Context: an optimization exercise on an open-source flow, tuned for small area. The choices shown serve that exercise and are no tape-out recipe. The RTL was checked by simulation tests, not by an equivalence proof against the original design.

==> v10 <==
Design ts100_i2cm, start of the top module:
module ts100_i2cm (
    input  wire        clk,
    input  wire        rst_n,
    input  wire        h_valid,
    input  wire        h_write,
    input  wire [2:0]  h_size,
    input  wire [4:0]  h_addr,
    input  wire [31:0] h_wdata,
    output reg  [31:0] h_rdata,
    output wire        h_err,
    input  wire        scl_i,
    input  wire        sda_i,
    output wire        scl_o,
    output wire        sda_o
);
==> flow/config.mk <==
export PLATFORM = sky130hd
export DESIGN_NAME = ts100_i2cm
export DESIGN_NICKNAME = ts100_i2cm
export VERILOG_FILES = /design/flow/design.v
export SDC_FILE = /design/flow/constraint.sdc
export NUM_CORES = 4
export LEC_CHECK = 0
export CAP_MARGIN = 20
export CORE_MARGIN = 2
export CORE_UTILIZATION = 40
export SLEW_MARGIN = 20
==> flow/constraint.sdc <==
create_clock -name core_clock -period 10.0 [get_ports {clk}]
set_input_delay 2.0000 -clock core_clock [delete_from_list [all_inputs] [get_ports {clk}]]
set_output_delay 2.0000 -clock core_clock [all_outputs]
set_load 0.01 [all_outputs]
run.sh (not shown) runs the stock make flow with config.mk's settings and CLKGATE_MAP_FILE= SYNTH_SCRIPT=/design/flow/synth_recipe.tcl, a recipe that flattens the netlist after the stock synthesis.
==> v31: changes against v10 <==
==> flow/flow/run.sh (new file) <==
#!/bin/bash
# Own layout flow: the standard flow (standard.sh) with two changes.
#  1. Synthesis is the standard flow's own script (synth_recipe.tcl, unchanged), except that
#     the abc call maps the logic with the area-oriented script flow/area.abc
#     instead of ORFS's speed script. Everything before and after abc (and so
#     every register, its name and cell) is the standard synthesis's.
#  2. Port buffers are made from sky130_fd_sc_hd__buf_1.
#  3. The clock tree is built with the options in flow/cts_args (no dummy loads).
# Each tool's output goes to a log file in this folder.
set -euo pipefail
HERE=$(pwd)
{
  cat <<'EOT'
proc abc {args} {
  set i [lsearch -exact $args -script]
  if {$i >= 0} {
    set args [lreplace $args [expr {$i + 1}] [expr {$i + 1}] $::env(OWN_ABC_SCRIPT)]
  }
  yosys abc {*}$args
}
EOT
  cat synth_recipe.tcl
} > own_synth.tcl
sed "s|SYNTH_SCRIPT=[^ ]*|SYNTH_SCRIPT=$HERE/own_synth.tcl|" standard.sh > own_standard.sh
grep -q "SYNTH_SCRIPT=$HERE/own_synth.tcl" own_standard.sh
export OWN_ABC_SCRIPT="$HERE/flow/area.abc"
export BUFFER_PORTS_ARGS="-buffer_cell sky130_fd_sc_hd__buf_1"
# clock tree options (flow/cts_args), in place of ORFS's defaults
export CTS_ARGS="$(cat flow/cts_args)"
bash own_standard.sh > standard.log 2>&1
==> flow/flow/area.abc (new file) <==
strash
&get -n
&deepsyn -T 60
&put
strash
&get -n
&dch -f
&nf -a -R 20
&put
==> flow/flow/cts_args (new file) <==
-sink_clustering_enable -repair_clock_nets -buf_list sky130_fd_sc_hd__clkbuf_8 -dont_use_dummy_load
==> flow/standard.sh (new file) <==
#!/bin/bash
# synth_recipe.tcl (not shown) runs the flow's synth.tcl, then flattens the netlist and writes it again
# the make line also repeats each setting of config.mk as NAME=value (left out here)
make -C /OpenROAD-flow-scripts/flow DESIGN_CONFIG=/design/flow/config.mk WORK_HOME=/design/flow/orfs CLKGATE_MAP_FILE= SYNTH_SCRIPT=/design/flow/synth_recipe.tcl "${@:-finish}"
- CTS_BUF_LIST: not set -> sky130_fd_sc_hd__clkbuf_8
removed: flow/run.sh
==> v15: changes against v10 <==
==> flow/flow/run.sh (new file) <==
#!/bin/bash
# Standard layout, with the port buffers made from the smallest buffer cell.
set -o pipefail




export BUFFER_PORTS_ARGS="-buffer_cell sky130_fd_sc_hd__buf_1"
bash standard.sh > standard.log 2>&1
==> flow/standard.sh (new file) <==
#!/bin/bash
# synth_recipe.tcl (not shown) runs the flow's synth.tcl, then flattens the netlist and writes it again
# the make line also repeats each setting of config.mk as NAME=value (left out here)
make -C /OpenROAD-flow-scripts/flow DESIGN_CONFIG=/design/flow/config.mk WORK_HOME=/design/flow/orfs CLKGATE_MAP_FILE= SYNTH_SCRIPT=/design/flow/synth_recipe.tcl "${@:-finish}"
- CTS_BUF_LIST: not set -> sky130_fd_sc_hd__clkbuf_16
- CTS_CLUSTER_DIAMETER: not set -> 500
- CTS_CLUSTER_SIZE: not set -> 100
removed: flow/run.sh
==> v1: changes against v10 <==
==> flow/flow/run.sh (new file) <==
#!/bin/bash
# Own layout flow: the standard flow (standard.sh) with two changes.
#  1. Synthesis is the standard flow's own script (synth_recipe.tcl, unchanged), except that
#     the abc call maps the logic with the area-oriented script flow/area.abc
#     instead of ORFS's speed script. Everything before and after abc (and so
#     every register, its name and cell) is the standard synthesis's.
#  2. Port buffers are made from sky130_fd_sc_hd__buf_1.
# Each tool's output goes to a log file in this folder.
set -euo pipefail
HERE=$(pwd)
{
  cat <<'EOT'
proc abc {args} {
  set i [lsearch -exact $args -script]
  if {$i >= 0} {
    set args [lreplace $args [expr {$i + 1}] [expr {$i + 1}] $::env(OWN_ABC_SCRIPT)]
  }
  yosys abc {*}$args
}
EOT
  cat synth_recipe.tcl
} > own_synth.tcl
sed "s|SYNTH_SCRIPT=[^ ]*|SYNTH_SCRIPT=$HERE/own_synth.tcl|" standard.sh > own_standard.sh
grep -q "SYNTH_SCRIPT=$HERE/own_synth.tcl" own_standard.sh
export OWN_ABC_SCRIPT="$HERE/flow/area.abc"
export BUFFER_PORTS_ARGS="-buffer_cell sky130_fd_sc_hd__buf_1"
bash own_standard.sh > standard.log 2>&1
==> flow/flow/area.abc (new file) <==
strash
&get -n
&deepsyn -T 60
&put
strash
&get -n
&dch -f
&nf -a -R 20
&put
==> flow/standard.sh (new file) <==
#!/bin/bash
# synth_recipe.tcl (not shown) runs the flow's synth.tcl, then flattens the netlist and writes it again
# the make line also repeats each setting of config.mk as NAME=value (left out here)
make -C /OpenROAD-flow-scripts/flow DESIGN_CONFIG=/design/flow/config.mk WORK_HOME=/design/flow/orfs CLKGATE_MAP_FILE= SYNTH_SCRIPT=/design/flow/synth_recipe.tcl "${@:-finish}"
- CTS_BUF_LIST: not set -> sky130_fd_sc_hd__clkbuf_8
removed: flow/run.sh
==> summary of the runs <==
- Clock skew: v31 > v15 > v10 > v1.
- The highest wire length belongs to v10, the lowest to v31.
- Of v31 and v1, v31 has the higher sequential share of layout area (gap 0.98 points).
- Utilization: v31 < v15 < v1 < v10.

[afterwards: timing with drivers on the ports]
In the flow no input, the clock included, has a driving cell. The finished layouts below were timed again as built, in two steps. Step 1 assumes that a clkbuf_16 drives the clock port and a buf_2 every other input. Step 2 also shifts input and output timing later by t, the mid clock arrival at the registers, as if the neighbouring blocks saw the same clock. a / b / c = no drivers / after step 1 / after step 2; a / b = the first two.
| run | shift t [ns] | setup WS [ns] | worst hold slack (ns) | worst slew at a driven data input, ns | cell pins on the clock port's net |
|---|---|---|---|---|---|
| v10 | 0.385 | 3.163 / 3.130 / 3.130 | 0.467 / 0.467 / 0.467 | 0.06 | 1 |
| v31 | 0.392 | 4.356 / 4.331 / 4.331 | 0.477 / 0.477 / 0.477 | 0.04 | 1 |
| v15 | 0.385 | 3.852 / 3.826 / 3.826 | 0.453 / 0.453 / 0.453 | 0.04 | 1 |
| v1 | 0.392 | 4.370 / 4.347 / 4.347 | 0.483 / 0.483 / 0.483 | 0.04 | 1 |
After both steps setup and hold are still met in every run listed. For v10, which loses most, drivers alone change the setup slack by -0.033 ns; drivers and shift together by -0.033 ns.
